This is an optimization exercise on Yosys and OpenROAD, whose aim is small area, a short achievable clock period and few clock cycles, not a production implementation.
Only the layout flow was run in this run; the RTL was not checked for function there.
Power figures rest on the tool's default switching activity, not on a simulated workload.

$ cat flow/design.v
module wirecodec (
    input             clk,
    input             rst,
    input             cmd_valid,
    output            cmd_ready,
    input      [15:0] cmd_word,
    input      [31:0] cmd_arg,
    input      [15:0] cmd_len,
    input             din_valid,
    output            din_ready,
    input       [7:0] din_data,
    output            dout_valid,
    input             dout_ready,
    output      [7:0] dout_data,
    output            rsp_valid,
    input             rsp_ready,
    output      [3:0] rsp_status,
    output     [31:0] rsp_rval,
    output     [11:0] mem_raddr,
    input       [7:0] mem_rdata,
    output            mem_we,
    output     [11:0] mem_waddr,
    output      [7:0] mem_wdata
);
    localparam OP_NOP         = 6'h00;
    localparam OP_CFG_SET_ADDR= 6'h01;
    localparam OP_CFG_SET_PORT= 6'h02;
    localparam OP_CFG_SET_FMT = 6'h03;
    localparam OP_CFG_GET_ADDR= 6'h04;
    localparam OP_CFG_GET_PORT= 6'h05;
    localparam OP_CFG_GET_FMT = 6'h06;
    localparam OP_NEW         = 6'h08;
    localparam OP_MAKE        = 6'h09;
    localparam OP_SET_SRC     = 6'h0A;
    localparam OP_SET_DST     = 6'h0B;
    localparam OP_SET_PORT    = 6'h0C;
    localparam OP_SET_FLAGS   = 6'h0D;
    localparam OP_SET_PAYLOAD = 6'h0E;
    localparam OP_SET_FLAG    = 6'h0F;
    localparam OP_GET_SRC     = 6'h10;
    localparam OP_GET_DST     = 6'h11;
    localparam OP_GET_PORT    = 6'h12;
    localparam OP_GET_FLAGS   = 6'h13;
    localparam OP_GET_LEN     = 6'h14;
    localparam OP_GET_PAYLOAD = 6'h15;
    localparam OP_GET_FLAG    = 6'h16;
    localparam OP_GET_VALID   = 6'h17;
    localparam OP_ENCODE      = 6'h18;
    localparam OP_DECODE      = 6'h19;
    localparam OP_RX          = 6'h1A;
    localparam OP_MATCH       = 6'h1B;
    localparam OP_XBEGIN      = 6'h1C;
    localparam OP_XNEXT       = 6'h1D;
    localparam OP_XSTAT       = 6'h1E;
    localparam ST_OK      = 4'd0;
    localparam ST_EMPTY   = 4'd1;
    localparam ST_DISCARD = 4'd2;
    localparam ST_NOTHING = 4'd3;
    localparam ST_END     = 4'd4;
    localparam ST_ILLEGAL = 4'd15;
    localparam S_INIT = 4'd0;     
    localparam S_IDLE = 4'd1;
    localparam S_DIN  = 4'd2;     
    localparam S_PAD  = 4'd3;     
    localparam S_HDR  = 4'd4;     
    localparam S_COPY = 4'd5;     
    localparam S_FILL = 4'd6;     
    localparam S_CMP  = 4'd7;     
    localparam S_RD1  = 4'd8;     
    localparam S_RD2  = 4'd9;
    localparam S_RDS  = 4'd10;    
    localparam S_DOUT = 4'd11;    
    localparam S_POST = 4'd12;    
    localparam S_RSP  = 4'd13;
    localparam S_POST1= 4'd14;    
    localparam S_DEC  = 4'd15;    
    reg  [3:0] st;
    reg  [5:0] op;
    reg        rr, vv;
    reg  [2:0] ix;
    reg [15:0] rem;        
    reg [10:0] dp;         
    reg [10:0] rp;         
    reg [11:0] tmp;        
    reg  [1:0] rs;         
    reg        infl;       
    reg        ph;         
    reg        fa_q, ft_q;   
    reg        we_r;
    reg [11:0] wa_r;
    reg  [7:0] wd_r;
    reg  [7:0] dreg;
    reg        dv;
    reg  [1:0] fs0, fs1;
    reg        v0, v1;
    reg        fmt, sact;
    reg [10:0] soff;
    reg  [3:0] stat;
    wire [1:0] scr = fs0 ^ fs1 ^ 2'b11;
    wire [1:0] fsr = rr ? fs1 : fs0;
    function [11:0] fa;
        input [1:0]  s;
        input [10:0] p;
        begin
            fa = p[10] ? {5'b11111, s, p[4:0]} : {s, p[9:0]};
        end
    endfunction
    function [7:0] clamp8;
        input [31:0] x;
        begin
            if (x[31])             clamp8 = 8'd0;
            else if (|x[30:8])     clamp8 = 8'hFF;
            else                   clamp8 = x[7:0];
        end
    endfunction
    wire [5:0] in_op = cmd_word[15:10];
    wire in_uses_r   = (in_op >= OP_NEW) && (in_op <= OP_MATCH);
    wire in_uses_v   = (in_op == OP_SET_FLAG) || (in_op == OP_CFG_SET_FMT) ||
                       (in_op == OP_RX);
    wire in_uses_idx = (in_op == OP_SET_FLAG) || (in_op == OP_GET_FLAG);
    wire in_reserved = (in_op == 6'h07) || (in_op >= 6'h1F);
    wire in_illegal  = in_reserved || (cmd_word[7:3] != 5'd0) ||
                       (cmd_word[9] && !in_uses_r) ||
                       (cmd_word[8] && !in_uses_v) ||
                       ((cmd_word[2:0] != 3'd0) && !in_uses_idx);
    wire in_r = cmd_word[9];
    wire [1:0] in_fsr = in_r ? fs1 : fs0;
    wire idle = (st == S_IDLE);
    wire [5:0] in_opx = in_illegal ? 6'h07 : in_op;
    function [10:0] din_start;
        input [5:0] o;
        begin
            case (o)
                OP_MAKE, OP_CFG_SET_ADDR, OP_SET_DST: din_start = 11'd8;
                OP_SET_PAYLOAD:                       din_start = 11'd20;
                default:                              din_start = 11'd0;
            endcase
        end
    endfunction
    function [10:0] first_rp;
        input [5:0] o;
        begin
            case (o)
                OP_MAKE, OP_CFG_SET_ADDR, OP_SET_DST, OP_GET_DST,
                OP_CFG_GET_ADDR, OP_MATCH:              first_rp = 11'd8;
                OP_SET_PAYLOAD:                         first_rp = 11'd20;
                OP_GET_PORT, OP_CFG_GET_PORT:           first_rp = 11'd16;
                OP_GET_FLAGS, OP_GET_FLAG, OP_SET_FLAG,
                OP_XBEGIN:                              first_rp = 11'd17;
                OP_GET_LEN, OP_GET_PAYLOAD:             first_rp = 11'd18;
                default:                                first_rp = 11'd0;
            endcase
        end
    endfunction
    wire d_writer = (op == OP_CFG_SET_ADDR) || (op == OP_NEW) || (op == OP_MAKE) ||
                    (op == OP_SET_SRC) || (op == OP_SET_DST) ||
                    (op == OP_SET_PAYLOAD) || (op == OP_DECODE) || (op == OP_RX);
    wire d_lim8  = (op == OP_SET_SRC);
    wire d_lim16 = (op == OP_SET_DST) || (op == OP_CFG_SET_ADDR);
    wire d_below = d_lim8  ? (dp < 11'd8) :
                   d_lim16 ? (dp < 11'd16) : (dp < 11'd1044);
    wire d_wen   = d_writer && d_below;
    wire [1:0] wslot = (op == OP_CFG_SET_ADDR) ? 2'd3 :
                       ((op == OP_SET_SRC) || (op == OP_SET_DST) ||
                        (op == OP_SET_PAYLOAD)) ? fsr : scr;
    wire d_jump  = (op == OP_NEW) || (op == OP_MAKE);
    wire [10:0] dp_inc = dp + 11'd1;
    wire [10:0] dp_adv = (d_jump && dp == 11'd15) ? 11'd20 : dp_inc;
    wire din_fire = (st == S_DIN) && din_valid;
    wire [10:0] dp_after = d_wen ? dp_adv : dp;
    wire [10:0] lenv     = dp - 11'd20;       
    assign mem_raddr = fa(rs, rp);
    reg [7:0] wd_n;
    always @(*) begin
        case (st)
            S_IDLE: wd_n = (in_op == OP_MAKE) ? 8'd0 : clamp8(cmd_arg);
            S_DIN:  wd_n = din_data;
            S_HDR:  wd_n = (rp[1:0] == 2'd1) ? 8'd0 :
                           (rp[1:0] == 2'd2) ? {5'd0, lenv[10:8]} : lenv[7:0];
            S_COPY, S_CMP: wd_n = mem_rdata;
            S_RD2: begin
                wd_n = mem_rdata;
                wd_n[3'd7 - ix] = vv;
            end
            S_DOUT: wd_n = dreg;
            default: wd_n = (st == S_PAD || dp < 11'd16) ? 8'h20 : 8'h00;
        endcase
    end
    reg  [1:0] wa_s;
    reg [10:0] wa_p;
    always @(*) begin
        wa_s = scr;
        wa_p = dp;
        case (st)
            S_INIT: wa_s = tmp[1:0];
            S_IDLE: begin
                wa_s = (in_op == OP_CFG_SET_PORT) ? 2'd3 :
                       (in_op == OP_NEW || in_op == OP_MAKE) ? scr : in_fsr;
                wa_p = (in_op == OP_MAKE || in_op == OP_SET_FLAGS) ? 11'd17 : 11'd16;
            end
            S_DIN, S_PAD: wa_s = wslot;
            S_HDR:  begin wa_s = wslot; wa_p = rp; end
            S_COPY: wa_p[3] = 1'b0;
            S_RD2:  begin wa_s = rs; wa_p = 11'd17; end
            default: ;
        endcase
    end
    wire o_fire  = dv && dout_ready;
    wire o_stall = dv && !dout_ready;
    wire o_lenop = (op == OP_ENCODE) || (op == OP_XNEXT);
    reg [15:0] rem_o;
    always @(*) begin
        rem_o = rem - 16'd1;
        if (o_lenop && dp == 11'd18) rem_o = {5'd0, dreg[2:0], 8'd1};
        if (o_lenop && dp == 11'd19) rem_o = {5'd0, rem[10:8], dreg};
    end
    wire o_last = (o_lenop && dp == 11'd19) ? ({rem[10:8], dreg} == 11'd0) :
                  (!(o_lenop && dp == 11'd18) && rem == 16'd1);
    wire o_done = o_fire && o_last;
    wire [10:0] pl      = tmp[10:0];
    wire        p_cmp   = ({5'd0, pl} <= rem);
    wire        p_ok    = !tmp[11] && !(pl[10] && |pl[9:0]) &&
                          (dp > 11'd20 ? ph : (dp == 11'd20 && p_cmp));
    wire        c_eq    = (wd_r == mem_rdata);
    wire        x_ok  = !ft_q && !rem[11] && (rem[10:0] <= tmp[10:0]);
    assign cmd_ready  = idle;
    assign din_ready  = (st == S_DIN);
    assign dout_valid = dv;
    assign dout_data  = dreg;
    assign rsp_valid  = (st == S_RSP);
    assign rsp_status = stat;
    assign rsp_rval   = {20'd0, tmp};
    assign mem_we     = we_r;
    assign mem_waddr  = wa_r;
    assign mem_wdata  = wd_r;
    task setup;
        input [10:0] dpa;
        input        n0;
        begin
            if (op == 6'h07)
                stat <= ST_ILLEGAL;
            else if (op == OP_RX && n0)
                stat <= ST_NOTHING;
            else if (op == OP_XNEXT && !sact)
                stat <= ST_END;
            else
                stat <= ST_OK;
            case (op)
                OP_CFG_GET_FMT: tmp <= {11'd0, fmt};
                OP_GET_VALID:   tmp <= {11'd0, rr ? v1 : v0};
                OP_XSTAT:       tmp <= {soff, sact};
                OP_CFG_SET_FMT: begin fmt <= vv; sact <= 1'b0; end
                default: ;
            endcase
            if (op >= OP_NEW && op <= OP_SET_FLAG && !rr)
                sact <= 1'b0;
            if (op == OP_NEW || op == OP_MAKE) begin
                if (rr) v1 <= 1'b1; else v0 <= 1'b1;
            end
            begin
                case (op)
                OP_CFG_SET_ADDR, OP_SET_DST:
                    st <= (dpa < 11'd16) ? S_PAD : S_RSP;
                OP_SET_SRC:
                    st <= (dpa < 11'd8) ? S_PAD : S_RSP;
                OP_NEW, OP_MAKE, OP_SET_PAYLOAD: begin
                    if (dpa < 11'd16) begin
                        st <= S_PAD;
                    end else begin
                        st  <= S_HDR;
                        rp  <= (op == OP_NEW) ? 11'd17 : 11'd18;
                    end
                end
                OP_DECODE: st <= S_POST;
                OP_RX:     st <= n0 ? S_RSP : S_POST;
                OP_MATCH: begin
                    st <= S_CMP; infl <= 1'b0; fa_q <= 1'b1;
                    if (n0) begin
                        rs <= 2'd3; ph <= 1'b1;
                    end else begin
                        rs <= fsr; rp <= 11'd8; ph <= 1'b0;
                    end
                end
                OP_CFG_GET_ADDR, OP_GET_SRC, OP_GET_DST, OP_ENCODE: begin
                    st <= S_DOUT; dp <= 11'd0; dv <= 1'b0;
                    rem <= (op == OP_ENCODE) ? 16'd20 : 16'd8;
                    if (n0) begin
                        infl <= 1'b1; rp <= rp + 11'd1;
                    end else begin
                        infl <= 1'b0;
                        rs  <= (op == OP_CFG_GET_ADDR) ? 2'd3 : fsr;
                        rp  <= (op == OP_GET_DST || op == OP_CFG_GET_ADDR) ? 11'd8 : 11'd0;
                    end
                end
                OP_GET_PORT, OP_GET_FLAGS, OP_GET_FLAG, OP_SET_FLAG,
                OP_CFG_GET_PORT, OP_XBEGIN: begin
                    if (n0) begin
                        st <= S_RD2;
                    end else begin
                        st <= S_RD1;
                        rs <= (op == OP_CFG_GET_PORT) ? 2'd3 :
                              (op == OP_XBEGIN) ? fs0 : fsr;
                        rp <= (op == OP_GET_PORT || op == OP_CFG_GET_PORT) ? 11'd16 : 11'd17;
                    end
                end
                OP_GET_LEN, OP_GET_PAYLOAD: begin
                    st <= S_RDS;
                    if (n0) begin
                        dp <= 11'd1; rp <= rp + 11'd1;
                    end else begin
                        rs <= fsr; dp <= 11'd0; rp <= 11'd18;
                    end
                end
                OP_XNEXT: begin
                    if (sact) begin
                        st <= S_RDS; rs <= fs0; dp <= 11'd0; rp <= soff + 11'd38;
                    end else begin
                        st <= S_RSP;
                    end
                end
                default: st <= S_RSP;
                endcase
            end
        end
    endtask
    always @(posedge clk) begin
        we_r <= 1'b0;
        wa_r <= fa(wa_s, wa_p);
        if (st != S_CMP || ph) wd_r <= wd_n;
        if (st == S_DIN || st == S_POST) begin
            if (we_r && wa_r[9:3] == 7'd1)  fa_q <= fa_q & c_eq;
            if (we_r && wa_r[9:0] == 10'd16) ft_q <= c_eq;
        end
        if (rst) begin
            st   <= S_INIT;
            dp   <= 11'd0;
            tmp  <= 12'd0;
            fs0  <= 2'd0;
            fs1  <= 2'd1;
            v0   <= 1'b0;
            v1   <= 1'b0;
            fmt  <= 1'b0;
            sact <= 1'b0;
            soff <= 11'd0;
            dv   <= 1'b0;
            stat <= ST_OK;
        end else begin
            case (st)
            S_INIT: begin
                we_r <= 1'b1;
                dp   <= dp_inc;
                if (dp == 11'd19) begin
                    dp <= 11'd0;
                    if (tmp[1:0] == 2'd3) st <= S_IDLE;
                    tmp[1:0] <= tmp[0] ? 2'd3 : 2'd1;
                end
            end
            S_IDLE: begin
                if (cmd_valid) begin
                    op   <= in_opx;
                    rr   <= in_r;
                    vv   <= cmd_word[8];
                    ix   <= cmd_word[2:0];
                    rem  <= cmd_len;
                    dp   <= din_start(in_op);
                    rp   <= first_rp(in_op);
                    rs   <= (in_op == OP_XBEGIN) ? fs0 :
                            (in_op >= OP_SET_FLAG && in_op <= OP_MATCH &&
                             in_op != OP_DECODE && in_op != OP_RX) ? in_fsr : 2'd3;
                    fa_q <= 1'b1;
                    ft_q <= 1'b0;
                    tmp  <= 12'd0;
                    if (!in_illegal &&
                        (in_op == OP_CFG_SET_PORT || in_op == OP_NEW ||
                         in_op == OP_MAKE || in_op == OP_SET_PORT ||
                         in_op == OP_SET_FLAGS))
                        we_r <= 1'b1;
                    st <= (cmd_len != 16'd0) ? S_DIN : S_DEC;
                    if (in_op == OP_XNEXT && cmd_word[9:0] == 10'd0 &&
                        cmd_len == 16'd0 && sact) begin
                        st <= S_RDS;
                        stat <= ST_OK;
                        dp <= 11'd1;
                        rs <= fs0;
                        rp <= rp + 11'd1;
                    end
                end
            end
            S_DEC: setup(dp, rem == 16'd0);
            S_DIN: begin
                if (dp == 11'd20) ph <= p_cmp;
                if (din_valid) begin
                    rem <= rem - 16'd1;
                    if (d_wen) begin
                        we_r <= 1'b1;
                        dp   <= dp_adv;
                        rp   <= dp_adv;
                        if (dp == 11'd18) tmp[11:8] <= {|din_data[7:3], din_data[2:0]};
                        if (dp == 11'd19) tmp[7:0]  <= din_data;
                    end
                    if (rem == 16'd1)
                        setup(dp_after, 1'b0);
                end
            end
            S_PAD: begin
                we_r <= 1'b1;
                dp   <= dp_inc;
                if (dp_inc == (d_lim8 ? 11'd8 : 11'd16)) begin
                    if (op == OP_NEW || op == OP_MAKE) begin
                        st  <= S_HDR;
                        rp  <= (op == OP_NEW) ? 11'd17 : 11'd18;
                        dp  <= 11'd20;
                    end else begin
                        st <= S_RSP;
                    end
                end
            end
            S_HDR: begin
                we_r <= 1'b1;
                rp   <= rp + 11'd1;
                if (rp[1:0] == 2'd3) begin
                    if (op == OP_MAKE) begin
                        st   <= S_COPY;
                        infl <= 1'b0;
                        rs   <= 2'd3;
                        rp   <= 11'd8;
                    end else begin
                        if (op == OP_NEW) begin
                            if (rr) fs1 <= scr; else fs0 <= scr;
                        end
                        st <= S_RSP;
                    end
                end
            end
            S_COPY: begin
                rp   <= rp + 11'd1;
                dp   <= rp;
                infl <= 1'b1;
                if (infl) begin
                    we_r <= 1'b1;
                    if (dp == 11'd16) begin
                        if (rr) fs1 <= scr; else fs0 <= scr;
                        st <= S_RSP;
                    end
                end
            end
            S_POST: begin
                if (p_ok) begin
                    if (op == OP_RX && vv && !(fa_q && ft_q)) begin
                        stat <= ST_DISCARD;
                        tmp  <= {8'd0, 1'b1, fa_q & ft_q, ft_q, fa_q};
                    end else begin
                        if (rr) begin fs1 <= scr; v1 <= 1'b1; end
                        else    begin fs0 <= scr; v0 <= 1'b1; sact <= 1'b0; end
                        tmp <= (op == OP_RX) ? {8'd0, 1'b1, fa_q & ft_q, ft_q, fa_q}
                                             : {1'b0, pl};
                    end
                    st <= S_RSP;
                end else begin
                    stat <= ST_EMPTY;
                    tmp  <= 12'd0;
                    dp   <= 11'd0;
                    st   <= S_FILL;
                end
            end
            S_FILL: begin
                we_r <= 1'b1;
                dp   <= dp_inc;
                if (dp == 11'd19) begin
                    if (op == OP_DECODE) begin
                        if (rr) begin fs1 <= scr; v1 <= 1'b0; end
                        else    begin fs0 <= scr; v0 <= 1'b0; sact <= 1'b0; end
                        st <= S_RSP;
                    end else begin
                        st <= S_CMP; rs <= scr; rp <= 11'd8; ph <= 1'b0;
                        infl <= 1'b0; fa_q <= 1'b1;
                    end
                end
            end
            S_CMP: begin
                if (!ph) begin
                    if (infl) begin
                        if (dp == 11'd16) begin
                            tmp <= {8'd0, (op == OP_MATCH) && (rr ? v1 : v0),
                                    fa_q & c_eq, c_eq, fa_q};
                            if (op == OP_RX) begin
                                if (vv && !(fa_q && c_eq)) begin
                                    stat <= ST_DISCARD;
                                end else begin
                                    if (rr) begin fs1 <= scr; v1 <= 1'b0; end
                                    else    begin fs0 <= scr; v0 <= 1'b0; sact <= 1'b0; end
                                end
                            end
                            st <= S_RSP;
                        end else begin
                            fa_q <= fa_q & c_eq;
                        end
                    end
                    ph <= 1'b1;
                    rs <= 2'd3;
                end else begin
                    rs   <= (op == OP_MATCH) ? fsr : scr;
                    dp   <= rp;
                    rp   <= rp + 11'd1;
                    infl <= 1'b1;
                    ph   <= 1'b0;
                end
            end
            S_RD1: st <= S_RD2;
            S_RD2: begin
                case (op)
                    OP_GET_FLAG: tmp <= {11'd0, mem_rdata[3'd7 - ix]};
                    OP_XBEGIN: begin
                        tmp  <= {11'd0, !fmt && mem_rdata[7]};
                        sact <= !fmt && mem_rdata[7];
                        soff <= 11'd0;
                    end
                    OP_SET_FLAG: begin
                        we_r <= 1'b1;
                    end
                    default: tmp <= {4'd0, mem_rdata};
                endcase
                st <= S_RSP;
            end
            S_RDS: begin
                dp <= dp_inc;
                rp <= rp + 11'd1;
                if (op != OP_XNEXT) begin
                    if (dp[1:0] == 2'd1) tmp[11:8] <= {1'b0, mem_rdata[2:0]};
                    if (dp[1:0] == 2'd2) begin
                        tmp[7:0] <= mem_rdata;
                        if (op == OP_GET_LEN || {tmp[10:8], mem_rdata} == 11'd0) begin
                            st <= S_RSP;
                        end else begin
                            st   <= S_DOUT;
                            rem  <= {5'd0, tmp[10:8], mem_rdata};
                            dp   <= 11'd0;
                            infl <= 1'b1;
                            dv   <= 1'b0;
                        end
                    end
                end else begin
                    case (dp[2:0])
                        3'd0: ;
                        3'd1: begin
                            rem[15:8] <= {5'd0, mem_rdata[2:0]};
                            ft_q <= |mem_rdata[7:3];
                            rp <= 11'd18;
                        end
                        3'd2: rem[7:0] <= mem_rdata;
                        3'd3: begin
                            tmp[11:8] <= {1'b0, mem_rdata[2:0]};
                            rp <= soff + 11'd20;
                        end
                        3'd4: begin
                            tmp[7:0] <= mem_rdata;
                            rem <= {4'd0, rem[11:0] + {1'b0, rp}};
                        end
                        default: begin
                            if (x_ok) begin
                                st   <= S_DOUT;
                                dreg <= mem_rdata;
                                dv   <= 1'b1;
                                infl <= 1'b1;
                                rem  <= 16'd20;
                                dp   <= 11'd0;
                                tmp  <= {1'b0, soff};
                                soff <= rem[10:0];
                            end else begin
                                stat <= ST_END;
                                sact <= 1'b0;
                                tmp  <= 12'd0;
                                st   <= S_RSP;
                            end
                        end
                    endcase
                end
            end
            S_DOUT: begin
                if (o_stall) begin
                    if (infl) rp <= rp - 11'd1;
                    infl <= 1'b0;
                end else begin
                    rp   <= rp + 11'd1;
                    infl <= 1'b1;
                    if (infl && !o_done) begin
                        dreg <= mem_rdata;
                        dv   <= 1'b1;
                    end else begin
                        dv   <= 1'b0;
                    end
                end
                if (o_fire) begin
                    dp  <= dp_inc;
                    rem <= rem_o;
                    if ((op == OP_GET_SRC || op == OP_GET_DST || op == OP_CFG_GET_ADDR) &&
                        dreg != 8'h20)
                        tmp <= {1'b0, dp_inc};
                    if (op == OP_XNEXT) begin
                        we_r <= 1'b1;
                    end
                    if (o_last) begin
                        st <= S_RSP;
                        if (op == OP_ENCODE) tmp <= {1'b0, dp_inc};
                        if (op == OP_XNEXT) begin fs1 <= scr; v1 <= 1'b1; end
                    end
                end
            end
            S_RSP: begin
                rs <= fs0;
                rp <= soff + 11'd38;
                if (rsp_ready) st <= S_IDLE;
            end
            default: st <= S_IDLE;
            endcase
        end
    end
endmodule
$ cat flow/flow/run.sh
#!/bin/bash
# Standard ORFS layout (standard.sh), with the port buffers made from
# sky130_fd_sc_hd__buf_2 instead of the resizer's default choice.
set -euo pipefail
export BUFFER_PORTS_ARGS="-buffer_cell sky130_fd_sc_hd__buf_2"
bash standard.sh > standard_flow.log 2>&1
$ cat flow/standard.sh
#!/bin/bash
# synth_recipe.tcl (not shown) runs the flow's synth.tcl, then flattens the netlist and writes it again
# the make line also repeats each setting of config.mk as NAME=value (left out here)
make -C /OpenROAD-flow-scripts/flow DESIGN_CONFIG=/design/flow/config.mk WORK_HOME=/design/flow/orfs CLKGATE_MAP_FILE= SYNTH_SCRIPT=/design/flow/synth_recipe.tcl "${@:-finish}"
$ cat flow/config.mk
export PLATFORM = sky130hd
export DESIGN_NAME = wirecodec
export DESIGN_NICKNAME = wirecodec
export VERILOG_FILES = /design/flow/design.v
export SDC_FILE = /design/flow/constraint.sdc
export NUM_CORES = 4
export LEC_CHECK = 0
export ABC_AREA = 1
export CAP_MARGIN = 20
export CORE_MARGIN = 2
export CORE_UTILIZATION = 40
export SETUP_SLACK_MARGIN = 4.6
export SLEW_MARGIN = 20
$ cat flow/constraint.sdc
create_clock -name core_clock -period 8.0 [get_ports {clk}]
set_input_delay 1.6000 -clock core_clock [delete_from_list [all_inputs] [get_ports {clk}]]
set_output_delay 1.6000 -clock core_clock [all_outputs]
set_load 0.01 [all_outputs]
==> impl_metrics.csv <==
group,metric,value,unit
pwr,p_leak,7.622,nW
worst_setup_path,crit_path_end_kind,"flop",
synth,synth-seq-cells,124,
route,vias,19630,
synth,synth_xor_area_share,3.423,%
synth,synth-edff-count,58,
pwr,powerDensity,96.64,nW/µm²
sta,rsz0062_at_grt,"yes",
floorplan,dieWidth,193.3,µm
layout,layout.nets,2664,
layout,layout.cells.non_filler,3000,
sta,setup_viol,0,
synth,seq_area_frac_synth,21.38,%
global_route,grt_pass1_wl,124400,µm
synth,synth_ff_type,"dfxtp_1",
clocking,cts_root_buf,"clkbuf_16",
clocking,cts_buffers,17,
worst_setup_path,crit_path_start_kind,"flop",
layout,area_delta_synth_final,18.85,%
placed_design,dp_cells,2912,
route,wl_per_cell,29.55,µm
route,drtPass1Iterations,6,
global_route,grt_pass1_vias,17950,
clocking,clock_latency,0.48,ns
worst_setup_path,path_max_fanout,8,
layout,fillers,3810,
route,met2_length,37170,µm
clocking,cts.sinks,124,
synth,syn_avg_cell_area,6.118,µm²
synth,netlist_area,14330,µm²
global_route,grt_antenna_before_repair,1,
placed_design,gp_congestion,1.058,
synth,synth_fa_ha_area_share,4.681,%
worst_setup_path,cp.arrival,3.83,ns
placed_design,hpwl,69210,µm
clocking,htreeDepth,4,
sta,worst-slew-pin-transition,1.095,ns
synth,syn_inst,2342,
flow_run,timing.max_cap.violations,0,
sta,fmax,292.1,MHz
placed_design,place_ws,3.063,ns
synth,synthMuxAreaShare,0.06986,%
floorplan,start_util,40.48,%
global_route,grt_max_degree,38,
global_route,overflow,0,
clocking,clock_tree.buffer_depth,2,
route,viasPerCell,6.543,
floorplan,core-area,35400,µm²
status,status,"timing/DRC/antenna clean",
synth,ys_types,73,
route,met1_length,32470,µm
route,wl,88660,µm
worst_hold_path,holdCritPathClass,"reg2reg",
sta,setup_tns,0,ns
synth,yosys_warnings,1,
route,drcViolationCount,0,
clocking,cts_tree,"done",
placed_design,port_buffers,146,
floorplan,dieArea,37350,µm²
sta,final.setup_skew,0.01329,ns
floorplan,core.rowCount,69,
synth,synth_top_family_by_area,"simple AND/OR/NAND/NOR gates",
sta,timing_hold_violations_final,0,
sta,slew_headroom,26.23,%
route,drtIter0Drc,3093,
sta,period_needed,3.424,ns
synth,async_flop_share,0,%
global_route,grt_use_total,45.58,%
layout,drive_gt1_share,17.57,%
route,wl_met3,11640,µm
synth,synth-simple-area-share,35.19,%
sta,finalWorstSetupSlack,4.576,ns
sta,report.final.slew_viol_count,0,
route,top_layer,"met5",
sta,period_share,42.80,%
pwr,peakVddDrop,0.1667,mV
clocking,cts-hold-fix-buffers,0,
floorplan,io_pins,167,
worst_setup_path,worstSetupPathType,"reg2reg",
floorplan,die_h,193.3,µm
synth,synth_compound_area_share,23.92,%
route,drtAntennaViolNets,0,
worst_setup_path,critPathRequiredTime,8.40,ns
clocking,clkTransAtPathRegs,0.07,ns
## synth_stat cells (all sizes together) (43+ instances only)
cell	n	area, µm²
a21oi	157	793.3
edfxtp	58	1742
dfxtp	66	1321
o22ai	45	281.5
nor2	275	1142
ha	52	650.6
nor3	67	350.3
o21ai	192	960.9
xor2	43	376.6
nand2	534	2049
inv	309	1160
nand3	168	878.3
## through the flow
step           power [mW]  hold slack [ns]  instance area (µm²)  utilization [%]
2_1_floorplan      0.7510           0.4403                14410                -
3_3_place_gp       0.8131           0.4545                15490            43.76
3_5_place_dp       0.8135           0.4652                15490            43.76
4_1_cts             1.625           0.4750                16490            46.60
5_1_grt             1.671           0.4988                17030            48.10
6_report            1.646           0.4705                17030            48.11
## layout make-up
class                      instances  area, µm²  share of cell area (%)
clock buffer                      18      439.2                   2.579
tap                              461      576.8                   3.387
inverter                         318       1260                   7.399
antenna                            1      2.502                 0.01470
clock inverter                    14      145.1                  0.8523
timing repair inverter             1      5.005                 0.02939
timing repair buffer             225       1438                   8.442
sequential                       124       3080                   18.09
multi-input combinational       1838      10080                   59.21
## power by group
group          switching (mW)  internal [mW]  total, mW
logic                  0.0984         0.0419      0.140
clock network           0.367          0.466      0.833
registers             0.00794          0.664      0.672
total                   0.473           1.17       1.65
## registers in the layout, indices dropped and copies added, names as in the netlist, 3 cells and up
register and flops:
rem 16, tmp 12, wa_r 12, dp 11, rp 11, soff 11, dreg 8, wd_r 8
op 6, st 4, stat 4, ix 3
## cell usage in the layout, fill, tap and decap left out, types with 21 or more instances in the layout
cell,synthesis,final
nor4_1,34,30
dfxtp_1,66,56
nand2_1,520,502
o211ai_1,38,38
buf_2,11,145
inv_2,32,32
buf_4,25,72
nand4_1,41,41
a21oi_1,155,153
nor2_2,17,27
conb_1,1,21
nand3_1,162,157
inv_1,277,258
ha_1,52,50
nor2_1,249,228
xor2_1,43,42
o21ai_0,181,173
edfxtp_1,58,58
nor3_1,64,63
o22ai_1,45,44
a31oi_1,22,22
nand2_2,12,27
## cells by family after synthesis
logic type / after synthesis
AOI/OAI and AO/OA: 567
and+or+nand+nor: 1139
muxes: 1
other: 1
xor gates and xnor gates: 56
buffers and inverters: 401
adders and majority gates: 53
DFF: 124
## per-layer routing
| metal | GRT usage [%] | vias to the layer above |
|---|---|---|
| met3 | 12.85 | 393 |
| met1 | 56.51 | 9242 |
| li1 | - | 8402 |
| met2 | 69.34 | 1590 |
| met5 | 0 | - |
| met4 | 29.40 | 2 |
## critical path, cell delays in order (launching register included)
cell and delay (ns):
edfxtp_1 0.53, inv_1 0.29, ha_1 0.20, inv_1 0.05, nor3_1 0.23, nand2_2 0.28
nand2_4 0.27, nand2_1 0.34, nor3_1 0.28, nand3_1 0.08, nand3b_2 0.35, a21oi_2 0.23
nand2_1 0.07, a21oi_1 0.12
## worst paths after layout
path	slack, ns	depth (start not counted)	from	endpoint
min reg2reg	0.47	2	soff[9]	soff[9]
max	4.58	13	rem[1]	st[2]
min	0.47	2	soff[9]	soff[9]
max reg2reg	4.58	13	rem[1]	st[2]
## repair_timing
item,4_1_cts,5_1_grt
setup buffers,21,31
gates cloned,2,1
endpoints found under the setup margin,113,114
resized for setup,64,78
hold endpoints to repair,0,0
pin swaps,4,10

-- separate check: timing with driven ports --
How much do the figures lean on ideal ports? The routed layout below was timed once more, with nothing changed but the port constraints.
Step 1 sets driving cells, clkbuf_16 on the clock port and buf_2 on the other inputs (assumed; they add their load-dependent delay and slew).
Step 2 also shifts input and output timing later by t, the mid clock arrival at the registers, as if the neighbouring blocks saw the same clock.
a / b / c = ideal / step 1 / step 2; a / b = the first two.
t, ns: 0.526
setup WS [ns]: 4.576 / 4.557 / 4.186
worst register clock-pin slew, ns: 0.07 / 0.07
After both steps this run still meets setup and hold. The setup slack of this run moves by -0.019 ns with the drivers and by -0.390 ns with both steps.
